Background: an optimization exercise with open tools, aiming at small area, a short achievable clock period and few clock cycles. Do not read the settings as production practice.
Only simulation tests tie the RTL to the original design; equivalence was not proved.
Power and IR drop assume default switching activity.

$ cat config.mk
export PLATFORM = sky130hd
export DESIGN_NAME = emg_codec
export DESIGN_NICKNAME = emg_codec
export VERILOG_FILES = /design/flow/design.v
export SDC_FILE = /design/flow/constraint.sdc
export NUM_CORES = 4
export LEC_CHECK = 0
export CAP_MARGIN = 20
export CORE_MARGIN = 2
export CORE_UTILIZATION = 40
export SLEW_MARGIN = 20
$ cat constraint.sdc
create_clock -name core_clock -period 30.0 [get_ports {clk}]
set_input_delay 6.0000 -clock core_clock [delete_from_list [all_inputs] [get_ports {clk}]]
set_output_delay 6.0000 -clock core_clock [all_outputs]
set_load 0.01 [all_outputs]
$ cat design.v
module emg_codec (
    input  wire        clk,
    input  wire        rst,             
    input  wire        cmd_valid,
    output wire        cmd_ready,
    input  wire [31:0] cmd_word,
    input  wire [31:0] cmd_arg0,
    input  wire [31:0] cmd_arg1,
    input  wire [31:0] cmd_arg2,
    output reg         done,
    output wire [7:0]  err_code,
    output reg  [31:0] err_info,
    output reg  [2:0]  hdr_flags,       
    output reg  [31:0] crc_res,
    output wire [31:0] out_bits,
    output wire [31:0] out_bytes,
    output wire [31:0] payload_addr,
    output reg  [31:0] hdr_magic,
    output reg  [7:0]  hdr_version,
    output reg  [7:0]  hdr_scheme,
    output reg  [15:0] hdr_rsvd,
    output reg  [31:0] hdr_len,
    output reg  [31:0] hdr_crc,
    output reg         mem_en,
    output reg         mem_we,
    output reg  [13:0] mem_addr,        
    output reg  [3:0]  mem_wstrb,
    output reg  [31:0] mem_wdata,
    input  wire [31:0] mem_rdata
);
    localparam [31:0] MAGIC   = 32'h4D304D31;
    localparam [7:0]  VERSION = 8'h56;
    localparam [3:0] S_IDLE = 4'd0,
                     S_CHK  = 4'd1,
                     S_CRC  = 4'd2,
                     S_HRD  = 4'd3,
                     S_HCHK = 4'd4,
                     S_PEND = 4'd5,
                     S_ENC  = 4'd6,
                     S_DEC  = 4'd7,
                     S_FIN  = 4'd8;
    reg [3:0]  state;
    reg        is_bld, is_prs;      
    reg [16:0] ea;  reg ea_hi;      
    reg [19:0] en;  reg en_hi;      
    reg [16:0] eb;  reg eb_hi;      
    reg        eb_hi8;              
    reg [3:0]  err_c;
    reg [20:0] obits;
    reg [16:0] obytes;
    reg [16:0] paddr;
    reg [13:0] raddr;
    reg [14:0] rcnt;                
    reg        rv1, rv;             
    reg [31:0] rdat;
    reg [23:0] rcar;                
    reg [1:0]  rs;                  
    reg        rprime;              
    reg        cfirst;              
    reg [1:0]  cj;                  
    reg [13:0] waddr;
    reg [16:0] wrem;                
    reg [1:0]  wd;                  
    reg        wfirst;
    reg [23:0] wcar;                
    reg [31:0] xw;                  
    reg        xv;                  
    reg        ycomp;               
    reg [2:0]  k3;                  
    reg [1:0]  lo;                  
    reg [1:0]  dr;                  
    reg [1:0]  dcnt;
    reg        dq;                  
    assign cmd_ready    = (state == S_IDLE);
    assign err_code     = {4'd0, err_c};
    assign out_bits     = {11'd0, obits};
    assign out_bytes    = {15'd0, obytes};
    assign payload_addr = {15'd0, paddr};
    function [31:0] crc_t32;
        input [31:0] v;
        begin
            crc_t32[0] = (v[0] ^ v[1] ^ v[2] ^ v[3] ^ v[4] ^ v[6] ^ v[7] ^ v[8] ^ v[16] ^ v[20] ^ v[22] ^ v[23] ^ v[26]);
            crc_t32[1] = (v[1] ^ v[2] ^ v[3] ^ v[4] ^ v[5] ^ v[7] ^ v[8] ^ v[9] ^ v[17] ^ v[21] ^ v[23] ^ v[24] ^ v[27]);
            crc_t32[2] = ~(v[0] ^ v[2] ^ v[3] ^ v[4] ^ v[5] ^ v[6] ^ v[8] ^ v[9] ^ v[10] ^ v[18] ^ v[22] ^ v[24] ^ v[25] ^ v[28]);
            crc_t32[3] = ~(v[1] ^ v[3] ^ v[4] ^ v[5] ^ v[6] ^ v[7] ^ v[9] ^ v[10] ^ v[11] ^ v[19] ^ v[23] ^ v[25] ^ v[26] ^ v[29]);
            crc_t32[4] = ~(v[2] ^ v[4] ^ v[5] ^ v[6] ^ v[7] ^ v[8] ^ v[10] ^ v[11] ^ v[12] ^ v[20] ^ v[24] ^ v[26] ^ v[27] ^ v[30]);
            crc_t32[5] = (v[0] ^ v[3] ^ v[5] ^ v[6] ^ v[7] ^ v[8] ^ v[9] ^ v[11] ^ v[12] ^ v[13] ^ v[21] ^ v[25] ^ v[27] ^ v[28] ^ v[31]);
            crc_t32[6] = (v[0] ^ v[2] ^ v[3] ^ v[9] ^ v[10] ^ v[12] ^ v[13] ^ v[14] ^ v[16] ^ v[20] ^ v[23] ^ v[28] ^ v[29]);
            crc_t32[7] = (v[1] ^ v[3] ^ v[4] ^ v[10] ^ v[11] ^ v[13] ^ v[14] ^ v[15] ^ v[17] ^ v[21] ^ v[24] ^ v[29] ^ v[30]);
            crc_t32[8] = ~(v[0] ^ v[2] ^ v[4] ^ v[5] ^ v[11] ^ v[12] ^ v[14] ^ v[15] ^ v[16] ^ v[18] ^ v[22] ^ v[25] ^ v[30] ^ v[31]);
            crc_t32[9] = ~(v[0] ^ v[2] ^ v[4] ^ v[5] ^ v[7] ^ v[8] ^ v[12] ^ v[13] ^ v[15] ^ v[17] ^ v[19] ^ v[20] ^ v[22] ^ v[31]);
            crc_t32[10] = ~(v[0] ^ v[2] ^ v[4] ^ v[5] ^ v[7] ^ v[9] ^ v[13] ^ v[14] ^ v[18] ^ v[21] ^ v[22] ^ v[26]);
            crc_t32[11] = ~(v[1] ^ v[3] ^ v[5] ^ v[6] ^ v[8] ^ v[10] ^ v[14] ^ v[15] ^ v[19] ^ v[22] ^ v[23] ^ v[27]);
            crc_t32[12] = ~(v[2] ^ v[4] ^ v[6] ^ v[7] ^ v[9] ^ v[11] ^ v[15] ^ v[16] ^ v[20] ^ v[23] ^ v[24] ^ v[28]);
            crc_t32[13] = (v[0] ^ v[3] ^ v[5] ^ v[7] ^ v[8] ^ v[10] ^ v[12] ^ v[16] ^ v[17] ^ v[21] ^ v[24] ^ v[25] ^ v[29]);
            crc_t32[14] = ~(v[0] ^ v[1] ^ v[4] ^ v[6] ^ v[8] ^ v[9] ^ v[11] ^ v[13] ^ v[17] ^ v[18] ^ v[22] ^ v[25] ^ v[26] ^ v[30]);
            crc_t32[15] = ~(v[1] ^ v[2] ^ v[5] ^ v[7] ^ v[9] ^ v[10] ^ v[12] ^ v[14] ^ v[18] ^ v[19] ^ v[23] ^ v[26] ^ v[27] ^ v[31]);
            crc_t32[16] = (v[1] ^ v[4] ^ v[7] ^ v[10] ^ v[11] ^ v[13] ^ v[15] ^ v[16] ^ v[19] ^ v[22] ^ v[23] ^ v[24] ^ v[26] ^ v[27] ^ v[28]);
            crc_t32[17] = (v[2] ^ v[5] ^ v[8] ^ v[11] ^ v[12] ^ v[14] ^ v[16] ^ v[17] ^ v[20] ^ v[23] ^ v[24] ^ v[25] ^ v[27] ^ v[28] ^ v[29]);
            crc_t32[18] = ~(v[0] ^ v[3] ^ v[6] ^ v[9] ^ v[12] ^ v[13] ^ v[15] ^ v[17] ^ v[18] ^ v[21] ^ v[24] ^ v[25] ^ v[26] ^ v[28] ^ v[29] ^ v[30]);
            crc_t32[19] = (v[0] ^ v[1] ^ v[4] ^ v[7] ^ v[10] ^ v[13] ^ v[14] ^ v[16] ^ v[18] ^ v[19] ^ v[22] ^ v[25] ^ v[26] ^ v[27] ^ v[29] ^ v[30] ^ v[31]);
            crc_t32[20] = (v[0] ^ v[3] ^ v[4] ^ v[5] ^ v[6] ^ v[7] ^ v[11] ^ v[14] ^ v[15] ^ v[16] ^ v[17] ^ v[19] ^ v[22] ^ v[27] ^ v[28] ^ v[30] ^ v[31]);
            crc_t32[21] = (v[0] ^ v[2] ^ v[3] ^ v[5] ^ v[12] ^ v[15] ^ v[17] ^ v[18] ^ v[22] ^ v[26] ^ v[28] ^ v[29] ^ v[31]);
            crc_t32[22] = ~(v[2] ^ v[7] ^ v[8] ^ v[13] ^ v[18] ^ v[19] ^ v[20] ^ v[22] ^ v[26] ^ v[27] ^ v[29] ^ v[30]);
            crc_t32[23] = (v[0] ^ v[3] ^ v[8] ^ v[9] ^ v[14] ^ v[19] ^ v[20] ^ v[21] ^ v[23] ^ v[27] ^ v[28] ^ v[30] ^ v[31]);
            crc_t32[24] = ~(v[2] ^ v[3] ^ v[6] ^ v[7] ^ v[8] ^ v[9] ^ v[10] ^ v[15] ^ v[16] ^ v[21] ^ v[23] ^ v[24] ^ v[26] ^ v[28] ^ v[29] ^ v[31]);
            crc_t32[25] = (v[1] ^ v[2] ^ v[6] ^ v[9] ^ v[10] ^ v[11] ^ v[17] ^ v[20] ^ v[23] ^ v[24] ^ v[25] ^ v[26] ^ v[27] ^ v[29] ^ v[30]);
            crc_t32[26] = (v[2] ^ v[3] ^ v[7] ^ v[10] ^ v[11] ^ v[12] ^ v[18] ^ v[21] ^ v[24] ^ v[25] ^ v[26] ^ v[27] ^ v[28] ^ v[30] ^ v[31]);
            crc_t32[27] = (v[0] ^ v[1] ^ v[2] ^ v[6] ^ v[7] ^ v[11] ^ v[12] ^ v[13] ^ v[16] ^ v[19] ^ v[20] ^ v[23] ^ v[25] ^ v[27] ^ v[28] ^ v[29] ^ v[31]);
            crc_t32[28] = (v[0] ^ v[4] ^ v[6] ^ v[12] ^ v[13] ^ v[14] ^ v[16] ^ v[17] ^ v[21] ^ v[22] ^ v[23] ^ v[24] ^ v[28] ^ v[29] ^ v[30]);
            crc_t32[29] = ~(v[0] ^ v[1] ^ v[5] ^ v[7] ^ v[13] ^ v[14] ^ v[15] ^ v[17] ^ v[18] ^ v[22] ^ v[23] ^ v[24] ^ v[25] ^ v[29] ^ v[30] ^ v[31]);
            crc_t32[30] = (v[3] ^ v[4] ^ v[7] ^ v[14] ^ v[15] ^ v[18] ^ v[19] ^ v[20] ^ v[22] ^ v[24] ^ v[25] ^ v[30] ^ v[31]);
            crc_t32[31] = (v[0] ^ v[1] ^ v[2] ^ v[3] ^ v[5] ^ v[6] ^ v[7] ^ v[15] ^ v[19] ^ v[21] ^ v[22] ^ v[25] ^ v[31]);
        end
    endfunction
    function integer sp;
        input integer k;
        begin
            sp = 8 * (k / 8) + 7 - (k % 8);
        end
    endfunction
    function [31:0] smask;
        input [19:0] r;
        integer k;
        begin
            for (k = 0; k < 32; k = k + 1)
                smask[sp(k)] = (r[19:5] != 15'd0) || (r[4:0] > k);
        end
    endfunction
    function [31:0] enc_word;
        input [31:0] x;
        input [1:0]  p;
        integer u;
        reg [31:0] o0, o1, o2;
        begin
            for (u = 0; u < 32; u = u + 1) begin
                o0[sp(u)] = x[sp(u / 3)];
                o1[sp(u)] = x[sp((32 + u) / 3)];
                o2[sp(u)] = x[sp((64 + u) / 3)];
            end
            enc_word = (p == 2'd0) ? o0 : (p == 2'd1) ? o1 : o2;
        end
    endfunction
    function maj3;
        input a, b, c;
        begin
            maj3 = (a & b) | (a & c) | (b & c);
        end
    endfunction
    function [6:0] div5;
        input [1:0] r_in;
        input [4:0] b;
        integer i;
        reg [2:0] r;
        reg [4:0] q;
        begin
            r = {1'b0, r_in};
            for (i = 4; i >= 0; i = i - 1) begin
                r = {r[1:0], b[i]};
                if (r >= 3'd3) begin
                    q[i] = 1'b1;
                    r = r - 3'd3;
                end else begin
                    q[i] = 1'b0;
                end
            end
            div5 = {r[1:0], q};
        end
    endfunction
    wire [7:0] opc    = err_info[7:0];
    wire       mbz    = (err_info[31:8] == 24'd0);
    wire       op_nop = mbz && opc == 8'h00;
    wire       op_enc = mbz && opc == 8'h10;
    wire       op_dec = mbz && opc == 8'h11;
    wire       op_crc = mbz && opc == 8'h20;
    wire       op_bld = mbz && opc == 8'h21;
    wire       op_prs = mbz && opc == 8'h22;
    wire [20:0] a8     = {1'b0, ea, 3'b000};
    wire [20:0] b8     = {1'b0, eb, 3'b000};
    wire [20:0] s_src  = a8 + {1'b0, en};                        
    wire        src_ok = !ea_hi && !en_hi && (s_src <= 21'd524288);
    wire [21:0] n3     = {2'b00, en} + {1'b0, en, 1'b0};         
    wire [22:0] s_edst = {2'b00, b8} + {1'b0, n3};               
    wire        e_dst  = !eb_hi && (s_edst <= 23'd524288);
    wire        e_ovl  = (en != 20'd0) && ({2'b00, a8} < s_edst) && (b8 < s_src);
    wire [22:0] b24    = {2'b00, eb, 4'b0000} + {3'b000, eb, 3'b000};
    wire [22:0] a24p3  = {2'b00, ea, 4'b0000} + {3'b000, ea, 3'b000} + 23'd3;
    wire [22:0] s_ddst = b24 + {3'b000, en};                     
    wire        d_dst  = !eb_hi && (s_ddst <= 23'd1572866);
    wire        d_ovl  = (a24p3 <= s_ddst) && (b8 < s_src);
    wire [17:0] s_an   = {1'b0, ea} + {1'b0, en[16:0]};
    wire        rng_an = !ea_hi && !en_hi && en[19:17] == 3'd0 && (s_an <= 18'd65536);
    wire        rng_bl = !ea_hi && !en_hi && en[19:17] == 3'd0 && (s_an <= 18'd65520);
    wire [18:0] enc_nb = n3[21:3] + {18'd0, n3[2:0] != 3'd0};    
    wire [15:0] cb_base = (state == S_CHK && op_crc) ? ea[15:0] : (ea[15:0] + 16'd16);
    wire [16:0] cb_len  = (state == S_CHK) ? en[16:0] : hdr_len[16:0];
    wire [1:0]  cb_j    = {cb_len[1] ^ cb_len[0], cb_len[0]};
    wire [15:0] cb_st   = cb_base - {14'd0, cb_j};
    wire [14:0] cb_ns   = cb_len[16:2] + {14'd0, cb_len[1:0] != 2'd0};
    reg  [31:0] cb_init;
    always @(*) begin
        case (cb_j)
            2'd0: cb_init = 32'h00000000;
            2'd1: cb_init = 32'h0f6a7026;
            2'd2: cb_init = 32'h65e3626f;
            default: cb_init = 32'h5cd1d97e;
        endcase
    end
    reg [13:0] ss_word;
    reg [1:0]  ss_rs;
    reg [14:0] ss_ns;
    always @(*) begin
        if (state == S_HCHK || op_crc || op_bld) begin
            ss_word = cb_st[15:2];
            ss_rs   = cb_st[1:0];
            ss_ns   = cb_ns;
        end else if (op_prs) begin
            ss_word = ea[15:2];
            ss_rs   = ea[1:0];
            ss_ns   = 15'd4;
        end else begin
            ss_word = ea[15:2];
            ss_rs   = ea[1:0];
            ss_ns   = en[19:5] + {14'd0, en[4:0] != 5'd0};
        end
    end
    wire        ss_any   = (ss_ns != 15'd0);
    wire [14:0] ss_rcnt  = ss_ns - 15'd1 + {14'd0, ss_rs != 2'd0};
    reg [31:0] sw;
    always @(*) begin
        case (rs)
            2'd0: sw = rdat;
            2'd1: sw = {rdat[7:0],  rcar[23:0]};
            2'd2: sw = {rdat[15:0], rcar[23:8]};
            default: sw = {rdat[23:0], rcar[23:16]};
        endcase
    end
    wire       rd_st1   = mem_en && !mem_we;
    wire       sv       = rv && !rprime;                      
    wire       pend0    = !(rd_st1 || rv1 || rv);
    wire       last_arr = sv && rcnt == 15'd0 && !rd_st1 && !rv1;
    wire [1:0] pendn    = {1'b0, rd_st1} + {1'b0, rv1} + {1'b0, rv};
    reg [31:0] cmask;
    always @(*) begin
        case (cfirst ? cj : 2'd0)
            2'd0: cmask = 32'hFFFFFFFF;
            2'd1: cmask = 32'hFFFFFF00;
            2'd2: cmask = 32'hFFFF0000;
            default: cmask = 32'hFF000000;
        endcase
    end
    wire [31:0] crc_nx = crc_t32(crc_res ^ (sw & cmask));
    reg [31:0] dec_v;               
    reg [31:0] dec_e;               
    integer t;
    always @(*) begin
        dec_v = 32'd0;
        dec_e = 32'd0;
        case (k3[1:0])
            2'd0: begin
                for (t = 0; t < 10; t = t + 1) begin
                    dec_v[sp(t)] = maj3(sw[sp(3*t)], sw[sp(3*t+1)], sw[sp(3*t+2)]);
                    dec_e[sp(t)] = 1'b1;
                end
            end
            2'd1: begin
                dec_v[sp(10)] = maj3(lo[1], lo[0], sw[sp(0)]);
                dec_e[sp(10)] = 1'b1;
                for (t = 11; t < 21; t = t + 1) begin
                    dec_v[sp(t)] = maj3(sw[sp(3*t-32)], sw[sp(3*t-31)], sw[sp(3*t-30)]);
                    dec_e[sp(t)] = 1'b1;
                end
            end
            default: begin
                dec_v[sp(21)] = maj3(lo[0], sw[sp(0)], sw[sp(1)]);
                dec_e[sp(21)] = 1'b1;
                for (t = 22; t < 32; t = t + 1) begin
                    dec_v[sp(t)] = maj3(sw[sp(3*t-64)], sw[sp(3*t-63)], sw[sp(3*t-62)]);
                    dec_e[sp(t)] = 1'b1;
                end
            end
        endcase
    end
    wire st_enc = (state == S_ENC);
    wire st_dec = (state == S_DEC);
    wire st_crc = (state == S_CRC);
    wire st_hrd = (state == S_HRD);
    wire rc_nz  = (rcnt != 15'd0);
    wire wr_nz  = (wrem != 17'd0);
    wire enc_rd = st_enc && rc_nz &&
                  ((!xv && (pend0 || (pendn == 2'd1 && rprime))) ||
                   (xv && k3 == 3'd0 && pend0));
    wire enc_wr = st_enc && wr_nz && !enc_rd && (xv || (!rc_nz && pend0));
    wire dec_wr = st_dec && dq && wr_nz && (ycomp || (!rc_nz && pend0));
    wire dec_rd = st_dec && rc_nz && !dec_wr;
    wire bld_wr = st_crc && is_bld && !rc_nz && wr_nz && (k3 < 3'd3 || pend0);
    wire rd_go  = enc_rd || dec_rd || (st_crc && rc_nz) || (st_hrd && rc_nz);
    wire wr_go  = enc_wr || dec_wr || bld_wr;
    wire wr_last = (wrem <= 17'd4);
    reg [31:0] ow;
    always @(*) begin
        if (st_enc)
            ow = enc_word(xw, k3[1:0]);
        else if (st_dec)
            ow = xw & smask(en);
        else begin
            case (k3)
                3'd0: ow = 32'h314D304D;                        
                3'd1: ow = 32'h00000156;                        
                3'd2: ow = {en[7:0], en[15:8], 7'd0, en[16], 8'd0};    
                default: ow = {crc_res[7:0], crc_res[15:8], crc_res[23:16], crc_res[31:24]};
            endcase
        end
    end
    reg [31:0] orot;
    always @(*) begin
        case (wd)
            2'd0: orot = ow;
            2'd1: orot = {ow[23:0], ow[31:24]};
            2'd2: orot = {ow[15:0], ow[31:16]};
            default: orot = {ow[7:0], ow[31:8]};
        endcase
    end
    wire [31:0] wdat;
    wire [3:0]  wstb;
    genvar gl;
    generate
        for (gl = 0; gl < 4; gl = gl + 1) begin : g_lane
            if (gl < 3) begin : g_c
                assign wdat[8*gl +: 8] = (gl < wd) ? wcar[8*gl +: 8] : orot[8*gl +: 8];
            end else begin : g_n
                assign wdat[31:24] = orot[31:24];
            end
            assign wstb[gl] = (wrem > gl) && !(wfirst && gl < wd);
        end
    endgenerate
    wire [6:0]  dstep  = div5((state == S_CHK) ? 2'd0 : dr, en[19:15]);
    wire [16:0] dec_nb = en[19:3] + {16'd0, en[2:0] != 3'd0};    
    always @(posedge clk) begin
        if (rst) begin
            state     <= S_IDLE;
            done      <= 1'b0;
            err_c     <= 4'd0;
            err_info  <= 32'd0;
            hdr_flags <= 3'd0;
            crc_res   <= 32'd0;
            obits     <= 21'd0;
            obytes    <= 17'd0;
            paddr     <= 17'd0;
            hdr_magic <= 32'd0;
            hdr_version <= 8'd0;
            hdr_scheme  <= 8'd0;
            hdr_rsvd  <= 16'd0;
            hdr_len   <= 32'd0;
            hdr_crc   <= 32'd0;
            mem_en    <= 1'b0;
            mem_we    <= 1'b0;
            rv1       <= 1'b0;
            rv        <= 1'b0;
        end else begin
            done <= 1'b0;
            rv1  <= rd_st1 && (state != S_IDLE);
            rv   <= rv1 && (state != S_IDLE);
            rdat <= mem_rdata;
            if (rv) begin
                rcar <= rdat[31:8];
                rprime <= 1'b0;
            end
            if (wr_go) begin
                mem_en    <= 1'b1;
                mem_we    <= 1'b1;
                mem_addr  <= waddr;
                mem_wstrb <= wstb;
                mem_wdata <= wdat;
                waddr     <= waddr + 14'd1;
                wrem      <= wr_last ? 17'd0 : (wrem - 17'd4);
                wfirst    <= 1'b0;
                wcar      <= orot[23:0];
                if (wr_last) begin
                    state <= S_FIN;
                    rcnt  <= 15'd0;
                end
            end else if (rd_go) begin
                mem_en   <= 1'b1;
                mem_we   <= 1'b0;
                mem_addr <= raddr;
                raddr    <= raddr + 14'd1;
                rcnt     <= rcnt - 15'd1;
            end else begin
                mem_en <= 1'b0;
                mem_we <= 1'b0;
            end
            case (state)
            S_IDLE: begin
                ea     <= cmd_arg0[16:0];
                ea_hi  <= (cmd_arg0[31:17] != 15'd0);
                en     <= cmd_arg1[19:0];
                en_hi  <= (cmd_arg1[31:20] != 12'd0);
                eb     <= cmd_arg2[16:0];
                eb_hi  <= (cmd_arg2[31:17] != 15'd0);
                eb_hi8 <= (cmd_arg2[31:8] != 24'd0);
                if (cmd_valid) begin
                    err_info <= cmd_word;
                    state    <= S_CHK;
                end
            end
            S_CHK: begin
                if (ss_any && (op_enc || op_dec || op_crc || op_bld || op_prs)) begin
                    mem_en   <= 1'b1;
                    mem_we   <= 1'b0;
                    mem_addr <= ss_word;
                end
                raddr   <= ss_word + 14'd1;
                rcnt    <= ss_any ? ss_rcnt : 15'd0;
                rs      <= ss_rs;
                rprime  <= (ss_rs != 2'd0);
                cfirst  <= 1'b1;
                cj      <= cb_j;
                xv      <= 1'b0;
                ycomp   <= 1'b0;
                k3      <= 3'd0;
                wfirst  <= 1'b1;
                dq      <= 1'b0;
                dr      <= dstep[6:5];
                dcnt    <= 2'd3;
                is_bld  <= op_bld;
                is_prs  <= op_prs;
                hdr_flags <= 3'd0;
                err_c    <= 4'd0;
                err_info <= 32'd0;
                state    <= S_FIN;
                if (!mbz) begin
                    err_c    <= 4'd1;
                    err_info <= err_info;
                end else if (op_nop) begin
                end else if (op_enc || op_dec) begin
                    if (op_dec && en_hi == 1'b0 && en < 20'd3) begin
                        err_c    <= 4'd5;
                        err_info <= {12'd0, en};
                    end else if (!src_ok) begin
                        err_c    <= 4'd2;
                    end else if (op_enc ? !e_dst : !d_dst) begin
                        err_c    <= 4'd2;
                        err_info <= 32'd2;
                    end else if (op_enc ? e_ovl : d_ovl) begin
                        err_c    <= 4'd3;
                    end else begin
                        waddr <= eb[15:2];
                        wd    <= eb[1:0];
                        if (op_enc) begin
                            obits  <= n3[20:0];
                            obytes <= enc_nb[16:0];
                            wrem   <= enc_nb[16:0] + {15'd0, eb[1:0]};
                            if (en != 20'd0)
                                state <= S_ENC;
                        end else begin
                            en    <= {en[14:0], dstep[4:0]};
                            state <= S_DEC;
                        end
                    end
                end else if (op_crc) begin
                    if (!rng_an) begin
                        err_c <= 4'd2;
                    end else begin
                        crc_res <= cb_init;
                        if (ss_any)
                            state <= S_CRC;
                    end
                end else if (op_bld) begin
                    if (eb_hi8) begin
                        err_c    <= 4'd4;
                        err_info <= 32'd2;
                    end else if (eb[7:0] != 8'h01) begin
                        err_c    <= 4'd10;
                        err_info <= {24'd0, eb[7:0]};
                    end else if (!rng_bl) begin
                        err_c    <= 4'd2;
                    end else begin
                        crc_res <= cb_init;
                        obits   <= 21'd0;
                        obytes  <= en[16:0] + 17'd16;
                        waddr   <= ea[15:2];
                        wd      <= ea[1:0];
                        wrem    <= 17'd16 + {15'd0, ea[1:0]};
                        state   <= S_CRC;
                    end
                end else if (op_prs) begin
                    if (!rng_an) begin
                        err_c    <= 4'd2;
                    end else if (en[19:4] == 16'd0) begin
                        err_c    <= 4'd6;
                        err_info <= {12'd0, en};
                    end else begin
                        state <= S_HRD;
                    end
                end else begin
                    err_c    <= 4'd1;
                    err_info <= err_info;
                end
            end
            S_CRC: begin
                if (sv) begin
                    crc_res <= crc_nx;
                    cfirst  <= 1'b0;
                end
                if (bld_wr)
                    k3 <= k3 + 3'd1;
                if (last_arr && !is_bld) begin
                    if (is_prs) begin
                        state <= S_PEND;
                    end else begin
                        done  <= 1'b1;
                        state <= S_IDLE;
                    end
                end
            end
            S_HRD: begin
                if (sv) begin
                    k3 <= k3 + 3'd1;
                    case (k3[1:0])
                        2'd0: hdr_magic <= {sw[7:0], sw[15:8], sw[23:16], sw[31:24]};
                        2'd1: begin
                            hdr_version <= sw[7:0];
                            hdr_scheme  <= sw[15:8];
                            hdr_rsvd    <= {sw[23:16], sw[31:24]};
                        end
                        2'd2: hdr_len <= {sw[7:0], sw[15:8], sw[23:16], sw[31:24]};
                        default: begin
                            hdr_crc <= {sw[7:0], sw[15:8], sw[23:16], sw[31:24]};
                            state   <= S_HCHK;
                        end
                    endcase
                end
            end
            S_HCHK: begin
                hdr_flags <= {hdr_rsvd != 16'd0, hdr_scheme != 8'h01, hdr_version != VERSION};
                if (ss_any) begin
                    mem_en   <= 1'b1;
                    mem_we   <= 1'b0;
                    mem_addr <= ss_word;
                end
                raddr  <= ss_word + 14'd1;
                rcnt   <= ss_any ? ss_rcnt : 15'd0;
                rs     <= ss_rs;
                rprime <= (ss_rs != 2'd0);
                cfirst <= 1'b1;
                cj     <= cb_j;
                if (hdr_magic != MAGIC) begin
                    err_c    <= 4'd7;
                    err_info <= hdr_magic;
                    state    <= S_FIN;
                end else if (hdr_len[31:17] != 15'd0 ||
                             ({1'b0, hdr_len[16:0]} + 18'd16) > {1'b0, en[16:0]}) begin
                    err_c    <= 4'd8;
                    err_info <= hdr_len;
                    state    <= S_FIN;
                end else begin
                    crc_res <= cb_init;
                    state   <= ss_any ? S_CRC : S_PEND;
                end
            end
            S_PEND: begin
                if (crc_res != hdr_crc) begin
                    err_c    <= 4'd9;
                    err_info <= crc_res;
                end else begin
                    paddr  <= ea + 17'd16;
                    obits  <= 21'd0;
                    obytes <= hdr_len[16:0];
                end
                done  <= 1'b1;
                state <= S_IDLE;
            end
            S_ENC: begin
                if (enc_wr && xv) begin
                    k3 <= k3 + 3'd1;
                    if (k3 == 3'd2)
                        xv <= 1'b0;
                end
                if (sv) begin
                    xw <= sw & smask(en);
                    en <= en - 20'd32;
                    xv <= 1'b1;
                    k3 <= 3'd0;
                end
            end
            S_DEC: begin
                if (dcnt != 2'd0) begin
                    en   <= {en[14:0], dstep[4:0]};
                    dr   <= dstep[6:5];
                    dcnt <= dcnt - 2'd1;
                end else if (!dq) begin
                    dq     <= 1'b1;
                    obits  <= {1'b0, en};
                    obytes <= dec_nb;
                    wrem   <= dec_nb + {15'd0, wd};
                end
                if (dec_wr) begin
                    ycomp <= 1'b0;
                    en    <= en - 20'd32;
                end
                if (sv) begin
                    xw <= (xw & ~dec_e) | dec_v;
                    if (k3[1:0] == 2'd0)
                        lo <= {sw[sp(30)], sw[sp(31)]};
                    else if (k3[1:0] == 2'd1)
                        lo[0] <= sw[sp(31)];
                    k3 <= (k3[1:0] == 2'd2) ? 3'd0 : k3 + 3'd1;
                    if (k3[1:0] == 2'd2 || last_arr)
                        ycomp <= 1'b1;
                end
            end
            S_FIN: begin
                if (pend0) begin
                    done  <= 1'b1;
                    state <= S_IDLE;
                end
            end
            default: state <= S_IDLE;
            endcase
        end
    end
endmodule
$ cat run.sh
#!/bin/bash
# synth_recipe.tcl (not shown) runs the flow's synth.tcl, then flattens the netlist and writes it again
# the make line also repeats each setting of config.mk as NAME=value (left out here)
make -C /OpenROAD-flow-scripts/flow DESIGN_CONFIG=/design/flow/config.mk WORK_HOME=/design/flow/orfs CLKGATE_MAP_FILE= SYNTH_SCRIPT=/design/flow/synth_recipe.tcl finish
==> results of run 1 <==
[worst paths after layout]
check,from,to,slack (ns),depth (start not counted)
worst max-delay path,en[1],obits[0],21.02,30
worst min-delay path,rdat[24],rcar[16],0.46,0
worst max register to register,en[1],obits[0],21.02,30
worst min register to register,rdat[24],rcar[16],0.46,0
[final cells by class]
| cell class | instances | area share, % |
|---|---|---|
| Multi-Input combinational cell | 4268 | 53.2 |
| Clock buffer | 102 | 3.88 |
| Inverter | 126 | 0.903 |
| Sequential cell | 566 | 27.1 |
| Tap cell | 1488 | 3.51 |
| Timing Repair Buffer | 601 | 10.8 |
| Clock inverter | 28 | 0.622 |
| Antenna cell | 5 | 0.0236 |
[per-layer routing]
layer / vias to the layer above / share of wire (%)
li1: 19800 / -
met1: 21600 / 43
met3: 473 / 13
met4: 26 / 4.4
met5: - / 0.076
met2: 2900 / 40
[sequential cells by signal (all words and copies together) (netlist names), 15 cells and up, named ones only]
register   cells
hdr_crc       32
rcnt          15
hdr_magic     32
crc_res       32
hdr_rsvd      16
mem_wdata     32
eb            17
obytes        17
err_info      32
wcar          24
hdr_len       32
ea            17
rdat          32
obits         21
en            20
rcar          24
wrem          17
paddr         17
[stage by stage]
stage	hold slack, ns	cell area, um2	total power (W)	instances	utilization, %
finish	0.456	53100	0.00362	7184	48.1
global route	0.461	53100	0.00379	7182	48.1
CTS	0.439	53000	0.00358	7177	48.0
detailed placement	0.434	50600	0.00269	7047	45.8
global placement	0.431	50600	0.00269	7046	45.8
floorplan	0.421	44500	0.00212	5314	-
[cell usage in the layout, fill, tap and decap left out, types with 177 or more instances in the layout]
cell type        Yosys  final
edfxtp_1           303    303
clkdlybuf4s50_1      0    469
xnor2_1            379    379
xor2_1             177    177
o21ai_0            284    282
nor3_1             234    232
nand2_1            464    462
nor2_1             716    711
ha_1               249    249
dfxtp_1            263    263
a21oi_1            334    333
[cells by family after synthesis]
group | synth area share (%)
flops | 32.4
xor+xnor | 11.0
compound gates | 18.8
buf+inv | 4.66
fa+ha+maj | 8.85
mux | 3.87
other cells | 0.00845
simple gates | 20.5
[power groups by stage]
stage               clock network (W)  logic (W)  registers (W)
CTS                          0.000887    0.00176       0.000932
global route                 0.000913    0.00194       0.000937
global placement                    0    0.00174       0.000948
floorplan                           0    0.00118       0.000938
finish                       0.000877    0.00181       0.000935
detailed placement                  0    0.00174       0.000948
==> run_results.csv, run 1 <==
group,metric,value,unit
yosys,ys_seq_elements,566,
sta,layout_setup_ws,21.02,ns
clocking,h-tree-depth,3,
clocking,tritoncts,"yes",
power,p_clk_share,24.2,%
drt,drt-initial-drc-count,7346,
sta,setup_tns,0,ns
die,core,110000,um2
layout,multi_input_area,28200,um2
clocking,cts-root-buf,"clkbuf_16",
power,p_int,0.00207,W
critical_path,cp_max_fo,74,
global_route,grt.met1_usage,52.5,%
drt,wl_per_cell,29.5,um
sta,period_share,29.9,%
power,power_density,68.3,nW/um2
yosys,ys_types,102,
power,power_frac_seq,25.8,%
sta,slew_headroom,21.3,%
placed_design,gp_congestion,1.03,
yosys,yosysSeqAreaShare,32.4,%
clocking,cts_hold_buf,0,
power,netSwitchingFraction,43.0,%
drt,ant_nets,0,
run,cap_violations,0,
layout,fin_nets,6071,
power,ir_drop,0.0406,mV
critical_path,worstSetupEndpointType,"flip-flop",
yosys,yosysWarnings,1,
clocking,path_clk_slew,0.06,ns
sta,tightest_slew,1.18,ns
sta,fmax,0.111,GHz
layout,fillers,10700,
global_route,gr-usage-met2,49.4,%
die,die_h,337,um
yosys,ys_top_cells_by_area,"edfxtp_1, dfxtp_1, xnor2_1, ha_1, nor2_1",
critical_path,crit_path_start_kind,"flip-flop",
placed_design,hpwl,161,mm
die,fp-row-count,122,
placed_design,post-place-ws,21.09,ns
die,start_util,40.2,%
yosys,synth_common_cells,"nor2_1, nand2_1, xnor2_1",
layout,seq_area,14400,um2
sta,fin_worst_skew,0.0472,ns
yosys,syn_inst,5270,
sta,setup_violations,0,
critical_path,setup.worst_path.class,"reg -> reg",
global_route,grt_use_total,36.0,%
clocking,cts.path.max_buffers,3,
placed_design,io_buffers,470,
global_route,grt_overflow,0,
power,share_comb_of_total_power,50.0,%
critical_path,crit_slowest_cell,"o211a_1",
critical_path,path_delay_family,"compound AO/OA/AOI/OAI gates",
critical_path,arrival,9.49,ns
sta,rsz0062_at_grt,"no",
yosys,yosysMostFrequentCell,"nor2_1",
global_route,grt_max_degree,85,
global_route,busiest_layer,"met1",
global_route,antenna_found_initial,19,
yosys,ys.flop_type,"edfxtp_1",
clocking,cts_setup_buffers,0,
critical_path,worst-path-buf-inv,3,
yosys,synth_top_area_cell,"edfxtp_1",
die,die_x,337,um
die,io_pins,516,
global_route,grtUsageMet3,10.1,%
power,p_leak,19.2,nW
yosys,ys_async_sr_fraction,0,%
clocking,worstSkewPairLatency,0.69,ns
yosys,synth_top_area_share,20.5,%
min_path,hp-class,"reg -> reg",
clocking,clock-sinks,566,
drt,drt_pass1_iterations,9,
layout,area_delta_synth_final,19.6,%
critical_path,cpPeakStageDelay,0.88,ns
clocking,cts_buffers,70,
drt,drcViolationCount,0,
clocking,cts_resized,0,
layout,drive_gt1_share,6.64,%
die,dieArea,114000,um2
global_route,grt_pass1_wl,295,mm
sta,maxSlewViolCount,0,
power,p_switching,0.00156,W
sta,hold_violations,0,
run_status,outcome,"complete, no violations",
drt,vias,44800,
drt,routed_wl,212,mm
global_route,grt_pass1_vias,40600,
drt,vias_per_cell,6.23,
critical_path,worst-endpoint-required,30.51,ns
critical_path,crit_top_cell,"o21ai_0",
yosys,syn_area,44400,um2
yosys,synth_edf_count,303,
sta,fin_crit,8.98,ns
yosys,synth.avg_cell_area,8.42,um2
Testbench counts, summed over its fixed seeds: cycles 28,095.
==> inputs of run 2 (changes only) <==
--- a/design.v
+++ b/design.v
@@ -42,7 +42,7 @@
     reg [3:0]  state;
     reg        is_bld, is_prs;      
     reg [16:0] ea;  reg ea_hi;      
-    reg [19:0] en;  reg en_hi;      
+    reg [20:0] en;  reg en_hi;      
     reg [16:0] eb;  reg eb_hi;      
     reg        eb_hi8;              
     reg [3:0]  err_c;
@@ -59,7 +59,7 @@
     reg        cfirst;              
     reg [1:0]  cj;                  
     reg [13:0] waddr;
-    reg [16:0] wrem;                
+    reg [16:0] wend;                
     reg [1:0]  wd;                  
     reg        wfirst;
     reg [23:0] wcar;                
@@ -70,7 +70,8 @@
     reg [1:0]  lo;                  
     reg [1:0]  dr;                  
     reg [1:0]  dcnt;
-    reg        dq;                  
+    reg        dchk;                
+    reg        ovl2;                
     assign cmd_ready    = (state == S_IDLE);
     assign err_code     = {4'd0, err_c};
     assign out_bits     = {11'd0, obits};
@@ -120,11 +121,11 @@
         end
     endfunction
     function [31:0] smask;
-        input [19:0] r;
+        input [20:0] r;
         integer k;
         begin
             for (k = 0; k < 32; k = k + 1)
-                smask[sp(k)] = (r[19:5] != 15'd0) || (r[4:0] > k);
+                smask[sp(k)] = (r[20:5] != 16'd0) || (r[4:0] > k);
         end
     endfunction
     function [31:0] enc_word;
@@ -175,28 +176,28 @@
     wire       op_crc = mbz && opc == 8'h20;
     wire       op_bld = mbz && opc == 8'h21;
     wire       op_prs = mbz && opc == 8'h22;
-    wire [20:0] a8     = {1'b0, ea, 3'b000};
-    wire [20:0] b8     = {1'b0, eb, 3'b000};
-    wire [20:0] s_src  = a8 + {1'b0, en};                        
-    wire        src_ok = !ea_hi && !en_hi && (s_src <= 21'd524288);
-    wire [21:0] n3     = {2'b00, en} + {1'b0, en, 1'b0};         
-    wire [22:0] s_edst = {2'b00, b8} + {1'b0, n3};               
-    wire        e_dst  = !eb_hi && (s_edst <= 23'd524288);
-    wire        e_ovl  = (en != 20'd0) && ({2'b00, a8} < s_edst) && (b8 < s_src);
-    wire [22:0] b24    = {2'b00, eb, 4'b0000} + {3'b000, eb, 3'b000};
-    wire [22:0] a24p3  = {2'b00, ea, 4'b0000} + {3'b000, ea, 3'b000} + 23'd3;
-    wire [22:0] s_ddst = b24 + {3'b000, en};                     
-    wire        d_dst  = !eb_hi && (s_ddst <= 23'd1572866);
-    wire        d_ovl  = (a24p3 <= s_ddst) && (b8 < s_src);
-    wire [17:0] s_an   = {1'b0, ea} + {1'b0, en[16:0]};
-    wire        rng_an = !ea_hi && !en_hi && en[19:17] == 3'd0 && (s_an <= 18'd65536);
-    wire        rng_bl = !ea_hi && !en_hi && en[19:17] == 3'd0 && (s_an <= 18'd65520);
-    wire [18:0] enc_nb = n3[21:3] + {18'd0, n3[2:0] != 3'd0};    
-    wire [15:0] cb_base = (state == S_CHK && op_crc) ? ea[15:0] : (ea[15:0] + 16'd16);
-    wire [16:0] cb_len  = (state == S_CHK) ? en[16:0] : hdr_len[16:0];
-    wire [1:0]  cb_j    = {cb_len[1] ^ cb_len[0], cb_len[0]};
-    wire [15:0] cb_st   = cb_base - {14'd0, cb_j};
-    wire [14:0] cb_ns   = cb_len[16:2] + {14'd0, cb_len[1:0] != 2'd0};
+    wire       op_rep = op_enc || op_dec;
+    wire       op_mem = op_rep || op_crc || op_bld || op_prs;
+    wire st_chk = (state == S_CHK);
+    wire st_enc = (state == S_ENC);
+    wire st_dec = (state == S_DEC);
+    wire st_crc = (state == S_CRC);
+    wire st_hrd = (state == S_HRD);
+    wire [16:0] ck_a   = st_chk ? ea : eb;
+    wire [17:0] ck_b   = !st_chk ? en[20:3] : op_rep ? {1'b0, en[19:3]} : en[17:0];
+    wire        ck_ci  = (!st_chk || op_rep) && (en[2:0] != 3'd0);
+    wire [18:0] ck_s   = {2'b00, ck_a} + {1'b0, ck_b} + {18'd0, ck_ci};
+    wire [16:0] ck_c   = st_chk ? eb : ea;
+    wire        ck_gt  = (ck_s > {2'b00, ck_c});
+    wire        ck_le  = (ck_s <= 19'd65536);
+    wire        ck_leh = (ck_s <= 19'd65520);
+    wire        n_sml  = !en_hi && en[19:18] == 2'd0;       
+    wire [21:0] n3     = {1'b0, en} + {en, 1'b0};            
+    wire [17:0] ea16   = {1'b0, ea} + 18'd16;
+    wire [16:0] cb_len = st_chk ? en[16:0] : hdr_len[16:0];
+    wire [1:0]  cb_j   = {cb_len[1] ^ cb_len[0], cb_len[0]};
+    wire [5:0]  cb_off = ((st_chk && op_crc) ? 6'd0 : 6'd16) - {4'd0, cb_j};
+    wire [15:0] cb_st  = ea[15:0] + {{10{cb_off[5]}}, cb_off};
     reg  [31:0] cb_init;
     always @(*) begin
         case (cb_j)
@@ -208,24 +209,29 @@
     end
     reg [13:0] ss_word;
     reg [1:0]  ss_rs;
-    reg [14:0] ss_ns;
+    reg [14:0] ss_base;             
+    reg        ss_x;
     always @(*) begin
-        if (state == S_HCHK || op_crc || op_bld) begin
+        if (!st_chk || op_crc || op_bld) begin
             ss_word = cb_st[15:2];
             ss_rs   = cb_st[1:0];
-            ss_ns   = cb_ns;
+            ss_base = cb_len[16:2];
+            ss_x    = (cb_len[1:0] != 2'd0);
         end else if (op_prs) begin
             ss_word = ea[15:2];
             ss_rs   = ea[1:0];
-            ss_ns   = 15'd4;
+            ss_base = 15'd4;
+            ss_x    = 1'b0;
         end else begin
             ss_word = ea[15:2];
             ss_rs   = ea[1:0];
-            ss_ns   = en[19:5] + {14'd0, en[4:0] != 5'd0};
+            ss_base = en[19:5];
+            ss_x    = (en[4:0] != 5'd0);
         end
     end
-    wire        ss_any   = (ss_ns != 15'd0);
-    wire [14:0] ss_rcnt  = ss_ns - 15'd1 + {14'd0, ss_rs != 2'd0};
+    wire        ss_p    = (ss_rs != 2'd0);
+    wire        ss_any  = (ss_base != 15'd0) || ss_x;
+    wire [14:0] ss_left = ss_base + {{14{!ss_x && !ss_p}}, !(ss_x ^ ss_p)};
     reg [31:0] sw;
     always @(*) begin
         case (rs)
@@ -281,26 +287,22 @@
             end
         endcase
     end
-    wire st_enc = (state == S_ENC);
-    wire st_dec = (state == S_DEC);
-    wire st_crc = (state == S_CRC);
-    wire st_hrd = (state == S_HRD);
     wire rc_nz  = (rcnt != 15'd0);
-    wire wr_nz  = (wrem != 17'd0);
     wire enc_rd = st_enc && rc_nz &&
                   ((!xv && (pend0 || (pendn == 2'd1 && rprime))) ||
                    (xv && k3 == 3'd0 && pend0));
-    wire enc_wr = st_enc && wr_nz && !enc_rd && (xv || (!rc_nz && pend0));
-    wire dec_wr = st_dec && dq && wr_nz && (ycomp || (!rc_nz && pend0));
+    wire enc_wr = st_enc && !dchk && !enc_rd && (xv || (!rc_nz && pend0));
+    wire dec_wr = st_dec && !dchk && (ycomp || (!rc_nz && pend0));
     wire dec_rd = st_dec && rc_nz && !dec_wr;
-    wire bld_wr = st_crc && is_bld && !rc_nz && wr_nz && (k3 < 3'd3 || pend0);
+    wire bld_wr = st_crc && is_bld && !rc_nz && (k3 < 3'd3 || pend0);
     wire rd_go  = enc_rd || dec_rd || (st_crc && rc_nz) || (st_hrd && rc_nz);
     wire wr_go  = enc_wr || dec_wr || bld_wr;
-    wire wr_last = (wrem <= 17'd4);
+    wire [16:0] wend_m1 = wend - 17'd1;
+    wire        wr_last = (waddr == wend_m1[15:2]);
     reg [31:0] ow;
     always @(*) begin
         if (st_enc)
-            ow = enc_word(xw, k3[1:0]);
+            ow = enc_word(xw, k3[1:0]) & smask(en);
         else if (st_dec)
             ow = xw & smask(en);
         else begin
@@ -331,11 +333,11 @@
             end else begin : g_n
                 assign wdat[31:24] = orot[31:24];
             end
-            assign wstb[gl] = (wrem > gl) && !(wfirst && gl < wd);
+            assign wstb[gl] = (!wr_last || gl <= wend_m1[1:0]) && !(wfirst && gl < wd);
         end
     endgenerate
-    wire [6:0]  dstep  = div5((state == S_CHK) ? 2'd0 : dr, en[19:15]);
-    wire [16:0] dec_nb = en[19:3] + {16'd0, en[2:0] != 3'd0};    
+    wire [6:0]  dstep = div5(st_chk ? 2'd0 : dr, en[19:15]);
+    wire [17:0] en_nb = en[20:3] + {17'd0, en[2:0] != 3'd0};    
     always @(posedge clk) begin
         if (rst) begin
             state     <= S_IDLE;
@@ -373,7 +375,6 @@
                 mem_wstrb <= wstb;
                 mem_wdata <= wdat;
                 waddr     <= waddr + 14'd1;
-                wrem      <= wr_last ? 17'd0 : (wrem - 17'd4);
                 wfirst    <= 1'b0;
                 wcar      <= orot[23:0];
                 if (wr_last) begin
@@ -383,7 +384,7 @@
             end else if (rd_go) begin
                 mem_en   <= 1'b1;
                 mem_we   <= 1'b0;
-                mem_addr <= raddr;
+                mem_addr <= raddr + 14'd1;
                 raddr    <= raddr + 14'd1;
                 rcnt     <= rcnt - 15'd1;
             end else begin
@@ -394,7 +395,7 @@
             S_IDLE: begin
                 ea     <= cmd_arg0[16:0];
                 ea_hi  <= (cmd_arg0[31:17] != 15'd0);
-                en     <= cmd_arg1[19:0];
+                en     <= {1'b0, cmd_arg1[19:0]};
                 en_hi  <= (cmd_arg1[31:20] != 12'd0);
                 eb     <= cmd_arg2[16:0];
                 eb_hi  <= (cmd_arg2[31:17] != 15'd0);
@@ -405,26 +406,30 @@
                 end
             end
             S_CHK: begin
-                if (ss_any && (op_enc || op_dec || op_crc || op_bld || op_prs)) begin
+                if (ss_any && op_mem) begin
                     mem_en   <= 1'b1;
                     mem_we   <= 1'b0;
                     mem_addr <= ss_word;
                 end
-                raddr   <= ss_word + 14'd1;
-                rcnt    <= ss_any ? ss_rcnt : 15'd0;
+                raddr   <= ss_word;
+                rcnt    <= ss_any ? ss_left : 15'd0;
                 rs      <= ss_rs;
-                rprime  <= (ss_rs != 2'd0);
+                rprime  <= ss_p;
                 cfirst  <= 1'b1;
                 cj      <= cb_j;
                 xv      <= 1'b0;
                 ycomp   <= 1'b0;
                 k3      <= 3'd0;
                 wfirst  <= 1'b1;
-                dq      <= 1'b0;
+                dchk    <= 1'b1;
+                ovl2    <= ck_gt;
                 dr      <= dstep[6:5];
                 dcnt    <= 2'd3;
                 is_bld  <= op_bld;
                 is_prs  <= op_prs;
+                waddr   <= op_bld ? ea[15:2] : eb[15:2];
+                wd      <= op_bld ? ea[1:0] : eb[1:0];
+                wend    <= ea16[16:0];
                 hdr_flags <= 3'd0;
                 err_c    <= 4'd0;
                 err_info <= 32'd0;
@@ -433,33 +438,21 @@
                     err_c    <= 4'd1;
                     err_info <= err_info;
                 end else if (op_nop) begin
-                end else if (op_enc || op_dec) begin
-                    if (op_dec && en_hi == 1'b0 && en < 20'd3) begin
+                end else if (op_rep) begin
+                    if (op_dec && !en_hi && en[19:0] < 20'd3) begin
                         err_c    <= 4'd5;
-                        err_info <= {12'd0, en};
-                    end else if (!src_ok) begin
-                        err_c    <= 4'd2;
-                    end else if (op_enc ? !e_dst : !d_dst) begin
+                        err_info <= {11'd0, en};
+                    end else if (ea_hi || en_hi || !ck_le) begin
                         err_c    <= 4'd2;
-                        err_info <= 32'd2;
-                    end else if (op_enc ? e_ovl : d_ovl) begin
-                        err_c    <= 4'd3;
+                    end else if (op_enc) begin
+                        en    <= n3[20:0];
+                        state <= S_ENC;
                     end else begin
-                        waddr <= eb[15:2];
-                        wd    <= eb[1:0];
-                        if (op_enc) begin
-                            obits  <= n3[20:0];
-                            obytes <= enc_nb[16:0];
-                            wrem   <= enc_nb[16:0] + {15'd0, eb[1:0]};
-                            if (en != 20'd0)
-                                state <= S_ENC;
-                        end else begin
-                            en    <= {en[14:0], dstep[4:0]};
-                            state <= S_DEC;
-                        end
+                        en    <= {1'b0, en[14:0], dstep[4:0]};
+                        state <= S_DEC;
                     end
                 end else if (op_crc) begin
-                    if (!rng_an) begin
+                    if (ea_hi || !n_sml || !ck_le) begin
                         err_c <= 4'd2;
                     end else begin
                         crc_res <= cb_init;
@@ -473,23 +466,20 @@
                     end else if (eb[7:0] != 8'h01) begin
                         err_c    <= 4'd10;
                         err_info <= {24'd0, eb[7:0]};
-                    end else if (!rng_bl) begin
+                    end else if (ea_hi || !n_sml || !ck_leh) begin
                         err_c    <= 4'd2;
                     end else begin
                         crc_res <= cb_init;
                         obits   <= 21'd0;
                         obytes  <= en[16:0] + 17'd16;
-                        waddr   <= ea[15:2];
-                        wd      <= ea[1:0];
-                        wrem    <= 17'd16 + {15'd0, ea[1:0]};
                         state   <= S_CRC;
                     end
                 end else if (op_prs) begin
-                    if (!rng_an) begin
+                    if (ea_hi || !n_sml || !ck_le) begin
                         err_c    <= 4'd2;
                     end else if (en[19:4] == 16'd0) begin
                         err_c    <= 4'd6;
-                        err_info <= {12'd0, en};
+                        err_info <= {11'd0, en};
                     end else begin
                         state <= S_HRD;
                     end
@@ -539,10 +529,10 @@
                     mem_we   <= 1'b0;
                     mem_addr <= ss_word;
                 end
-                raddr  <= ss_word + 14'd1;
-                rcnt   <= ss_any ? ss_rcnt : 15'd0;
+                raddr  <= ss_word;
+                rcnt   <= ss_any ? ss_left : 15'd0;
                 rs     <= ss_rs;
-                rprime <= (ss_rs != 2'd0);
+                rprime <= ss_p;
                 cfirst <= 1'b1;
                 cj     <= cb_j;
                 if (hdr_magic != MAGIC) begin
@@ -564,50 +554,61 @@
                     err_c    <= 4'd9;
                     err_info <= crc_res;
                 end else begin
-                    paddr  <= ea + 17'd16;
+                    paddr  <= ea16[16:0];
                     obits  <= 21'd0;
                     obytes <= hdr_len[16:0];
                 end
                 done  <= 1'b1;
                 state <= S_IDLE;
             end
-            S_ENC: begin
-                if (enc_wr && xv) begin
-                    k3 <= k3 + 3'd1;
-                    if (k3 == 3'd2)
-                        xv <= 1'b0;
-                end
-                if (sv) begin
-                    xw <= sw & smask(en);
-                    en <= en - 20'd32;
-                    xv <= 1'b1;
-                    k3 <= 3'd0;
-                end
-            end
-            S_DEC: begin
-                if (dcnt != 2'd0) begin
-                    en   <= {en[14:0], dstep[4:0]};
+            S_ENC, S_DEC: begin
+                if (st_dec && dcnt != 2'd0) begin
+                    en   <= {1'b0, en[14:0], dstep[4:0]};
                     dr   <= dstep[6:5];
                     dcnt <= dcnt - 2'd1;
-                end else if (!dq) begin
-                    dq     <= 1'b1;
-                    obits  <= {1'b0, en};
-                    obytes <= dec_nb;
-                    wrem   <= dec_nb + {15'd0, wd};
-                end
-                if (dec_wr) begin
-                    ycomp <= 1'b0;
-                    en    <= en - 20'd32;
+                end else if (dchk) begin
+                    dchk <= 1'b0;
+                    if (eb_hi || !ck_le) begin
+                        err_c    <= 4'd2;
+                        err_info <= 32'd2;
+                        state    <= S_FIN;
+                    end else if (ck_gt && ovl2 && en != 21'd0) begin
+                        err_c    <= 4'd3;
+                        state    <= S_FIN;
+                    end else begin
+                        obits  <= en;
+                        obytes <= en_nb[16:0];
+                        wend   <= ck_s[16:0];
+                        if (en == 21'd0)
+                            state <= S_FIN;
+                    end
                 end
-                if (sv) begin
-                    xw <= (xw & ~dec_e) | dec_v;
-                    if (k3[1:0] == 2'd0)
-                        lo <= {sw[sp(30)], sw[sp(31)]};
-                    else if (k3[1:0] == 2'd1)
-                        lo[0] <= sw[sp(31)];
-                    k3 <= (k3[1:0] == 2'd2) ? 3'd0 : k3 + 3'd1;
-                    if (k3[1:0] == 2'd2 || last_arr)
-                        ycomp <= 1'b1;
+                if (wr_go)
+                    en <= en - 21'd32;
+                if (st_enc) begin
+                    if (enc_wr && xv) begin
+                        k3 <= k3 + 3'd1;
+                        if (k3 == 3'd2)
+                            xv <= 1'b0;
+                    end
+                    if (sv) begin
+                        xw <= sw;
+                        xv <= 1'b1;
+                        k3 <= 3'd0;
+                    end
+                end else begin
+                    if (dec_wr)
+                        ycomp <= 1'b0;
+                    if (sv) begin
+                        xw <= (xw & ~dec_e) | dec_v;
+                        if (k3[1:0] == 2'd0)
+                            lo <= {sw[sp(30)], sw[sp(31)]};
+                        else if (k3[1:0] == 2'd1)
+                            lo[0] <= sw[sp(31)];
+                        k3 <= (k3[1:0] == 2'd2) ? 3'd0 : k3 + 3'd1;
+                        if (k3[1:0] == 2'd2 || last_arr)
+                            ycomp <= 1'b1;
+                    end
                 end
             end
             S_FIN: begin
==> run_results.csv, run 2 <==
group,metric,value,unit
yosys,yosysWarnings,1,
layout,final_common_cell,"nor2_1",
power,p_leak,17.4,nW
critical_path,crit_top_cell,"buf_4",
clocking,clock-sinks,567,
drt,vias,37300,
drt,ant_nets,0,
critical_path,cpPeakStageDelay,0.72,ns
yosys,ys_async_sr_fraction,0,%
yosys,synth_top_area_cell,"edfxtp_1",
critical_path,worst-path-buf-inv,3,
critical_path,worstSetupEndpointType,"output port",
sta,fin_worst_skew,0.0468,ns
power,ir_drop,0.0412,mV
placed_design,gp_congestion,1.03,
yosys,synth_common_cells,"nor2_1, nand2_1, a21oi_1",
critical_path,path_delay_family,"buffers and inverters",
layout,fillers,9247,
critical_path,path_cells,"buf_4 > nor4_1 > buf_4 > clkdlybuf4s50_1",
layout,area_delta_synth_final,21.5,%
sta,fmax,0.117,GHz
drt,wl_per_cell,28.1,um
sta,rsz0062_at_grt,"no",
die,die_x,315,um
sta,setup_tns,0,ns
drt,drt_pass1_iterations,9,
clocking,path_clk_slew,0.06,ns
yosys,yosysSeqAreaShare,37.2,%
global_route,grt_use_total,33.4,%
min_path,worstHoldStart,"rdat[28]",
die,start_util,40.2,%
clocking,cts_resized,0,
yosys,syn_inst,4419,
critical_path,worst-endpoint-required,24.00,ns
placed_design,place_area,44700,um2
yosys,ys_top_cells_by_area,"edfxtp_1, dfxtp_1, xnor2_1, nor2_1, ha_1",
sta,fin_crit,8.55,ns
critical_path,rr_startpoint,"state[1]",
min_path,hp-class,"reg -> reg",
yosys,ys.flop_type,"edfxtp_1",
die,fp-row-count,114,
sta,tightest_slew,1.30,ns
sta,setup_violations,0,
sta,slew_headroom,12.8,%
layout,final_cell_mix,"nor2_1, clkdlybuf4s50_1, nand2_1, a21oi_1, xnor2_1",
sta,maxSlewViolCount,0,
clocking,cts.path.max_buffers,3,
yosys,synth_edf_count,304,
drt,vias_per_cell,6.09,
power,power_density,52.4,nW/um2
clocking,worstSkewPairLatency,0.68,ns
critical_path,crit_path_start_kind,"flip-flop",
layout,drive_gt1_share,7.79,%
placed_design,io_buffers,470,
clocking,cts-root-buf,"clkbuf_16",
critical_path,cp_max_fo,61,
sta,hold_violations,0,
critical_path,crit_slowest_cell,"clkdlybuf4s50_1",
yosys,syn_area,38700,um2
global_route,grt_overflow,0,
clocking,h-tree-depth,3,
clocking,cts_setup_buffers,0,
global_route,grt_pass1_vias,34600,
yosys,ys_seq_elements,567,
yosys,synth_top_area_share,23.6,%
global_route,antenna_found_initial,8,
critical_path,setup.worst_path.class,"reg -> out",
clocking,tritoncts,"yes",
yosys,synth.avg_cell_area,8.76,um2
critical_path,arrival,2.55,ns
layout,final_area,47000,um2
drt,drt-initial-drc-count,4412,
clocking,cts_buffers,68,
run_status,outcome,"complete, no violations",
placed_design,hpwl,128,mm
drt,routed_wl,172,mm
die,core,96300,um2
sta,period_share,28.5,%
global_route,grt_pass1_wl,244,mm
die,io_pins,516,
layout,fin_nets,5118,
clocking,cts_hold_buf,0,
global_route,grt_max_degree,99,
yosys,ys_types,109,
run,cap_violations,0,
yosys,yosysMostFrequentCell,"nor2_1",
critical_path,crit_start,"state[0]",
drt,drcViolationCount,0,
die,die_h,315,um
die,dieArea,99300,um2
[run 2: cell types whose count changed after synthesis, sizes merged, moves of 28 or more]
| cell | change |
|---|---|
| nand2 | -64 |
| a22oi | -28 |
| nor2b | -29 |
| o21ai | -64 |
| xor2 | -30 |
| nor2 | -174 |
| nor3 | -152 |
| ha | -96 |
| nand3 | -51 |
| xnor2 | -66 |
| clkbuf | -34 |
| a21oi | +45 |
| mux2 | +30 |
[run 2: metrics by stage]
stage                     hold slack [ns]  utilization, %  power (W)  setup WS (ns)  std cells
after global routing                0.459            48.9    0.00255          21.28       6127
after floorplan                     0.419               -    0.00136          20.37       4463
after CTS                           0.442            48.8    0.00246          21.49       6125
after detailed placement            0.429            46.4    0.00159          21.17       6000
after global placement              0.428            46.4    0.00159          21.23       6000
final                               0.441            48.9    0.00246          21.45       6128
[run 2: final cells by class]
class,count,area [um2],share of cell area [%]
antenna,1,2.50,0.00532
clock buffer,89,1900,4.04
clock inverter,36,427,0.907
inverter,119,448,0.952
multi-input combinational,3453,22700,48.2
sequential,567,14400,30.6
tap,1276,1600,3.39
timing repair buffer,587,5590,11.9
[run 2: worst reg2reg max path: stages (launching register included)]
cell and delay (ns):
dfxtp_1 0.30, buf_4 0.23, or4b_2 1.02, buf_4 0.42
inv_2 0.40, nand2_1 0.63, nor2_1 0.26, a21oi_1 0.08
fa_1 0.48, fa_1 0.43, nor2b_1 0.22, o21ai_1 0.14
a21boi_1 0.39, o211ai_1 0.17, nand3_1 0.21, inv_1 0.07
ha_1 0.29, nand3_1 0.10, nor3_1 0.16, o21ai_0 0.10
a21oi_1 0.29, o2bb2ai_1 0.16, a21boi_0 0.68, nor2_1 0.24
a21oi_1 0.23, nor3_2 0.07, buf_4 0.25
[run 2: power breakdown]
group | switching (W) | total, W | internal [W]
sequential | 0.0000329 | 0.000877 | 0.000844
clock | 0.000366 | 0.000871 | 0.000505
combinational | 0.000435 | 0.000717 | 0.000282
total | 0.000834 | 0.00246 | 0.00163
[run 2: cells by family (layout without fill, tap and decap cells)]
| group | Yosys count | count (layout) | share of synthesized area, % |
|---|---|---|---|
| buffers and inverters | 443 | 831 | 4.95 |
| multiplexers | 166 | 166 | 4.96 |
| adder cells (fa/ha/maj) | 182 | 182 | 5.85 |
| AO/OA/AOI/OAI | 1176 | 1176 | 19.7 |
| other | 1 | 46 | 0.00969 |
| XOR/XNOR | 460 | 460 | 10.6 |
| AND/OR/NAND/NOR | 1424 | 1424 | 16.8 |
| flip-flops | 567 | 567 | 37.2 |
[run 2: layer usage]
layer	track usage, %	share of wire, %	vias to the layer above	wire length, um
li1	-	-	16800	-
met1	43.0	40	17900	68700
met2	51.5	44	2161	75700
met3	8.41	10	482	17700
met4	17.6	5.7	10	9850
met5	0	0.038	-	66
[run 2: worst paths after layout]
kind                                   to  slack (ns)  cells after the start
worst min register to register   rcar[20]        0.44                      0
worst max register to register    wend[8]       21.72                     26
worst max-delay path            cmd_ready       21.45                      4
worst min-delay path             rcar[20]        0.44                      0
Testbench counts of run 2, summed over its fixed seeds: cycles 28,095.

-- re-timing with driven ports --
In the flow no input, the clock included, has a driving cell. The finished layouts below were timed again as built, in two steps.
Step 1 sets driving cells, clkbuf_16 on the clock port and buf_2 on the other inputs (assumed; they add their load-dependent delay and slew).
Step 2 moves the port delays by t, midway between the first and last clock arrival at a register: inputs arrive t later, outputs are due t later. That takes back most of the time a late clock gives input paths.
a / b / c = ideal ports / drivers / drivers and shift; a / b = the first two.
| run | shift t [ns] | setup slack, ns | worst setup path after step 2 | worst register clock-pin slew, ns | cell pins on the clock port's net |
|---|---|---|---|---|---|
| run 1 | 0.742 | 21.019 / 21.019 / 21.019 | register to register | 0.07 / 0.07 | 1 |
| run 2 | 0.731 | 21.455 / 21.378 / 20.990 | input to register | 0.07 / 0.07 | 1 |
After both steps every run listed still meets setup and hold. For run 2, which loses most, drivers alone change the setup slack by -0.077 ns; drivers and shift together by -0.465 ns.
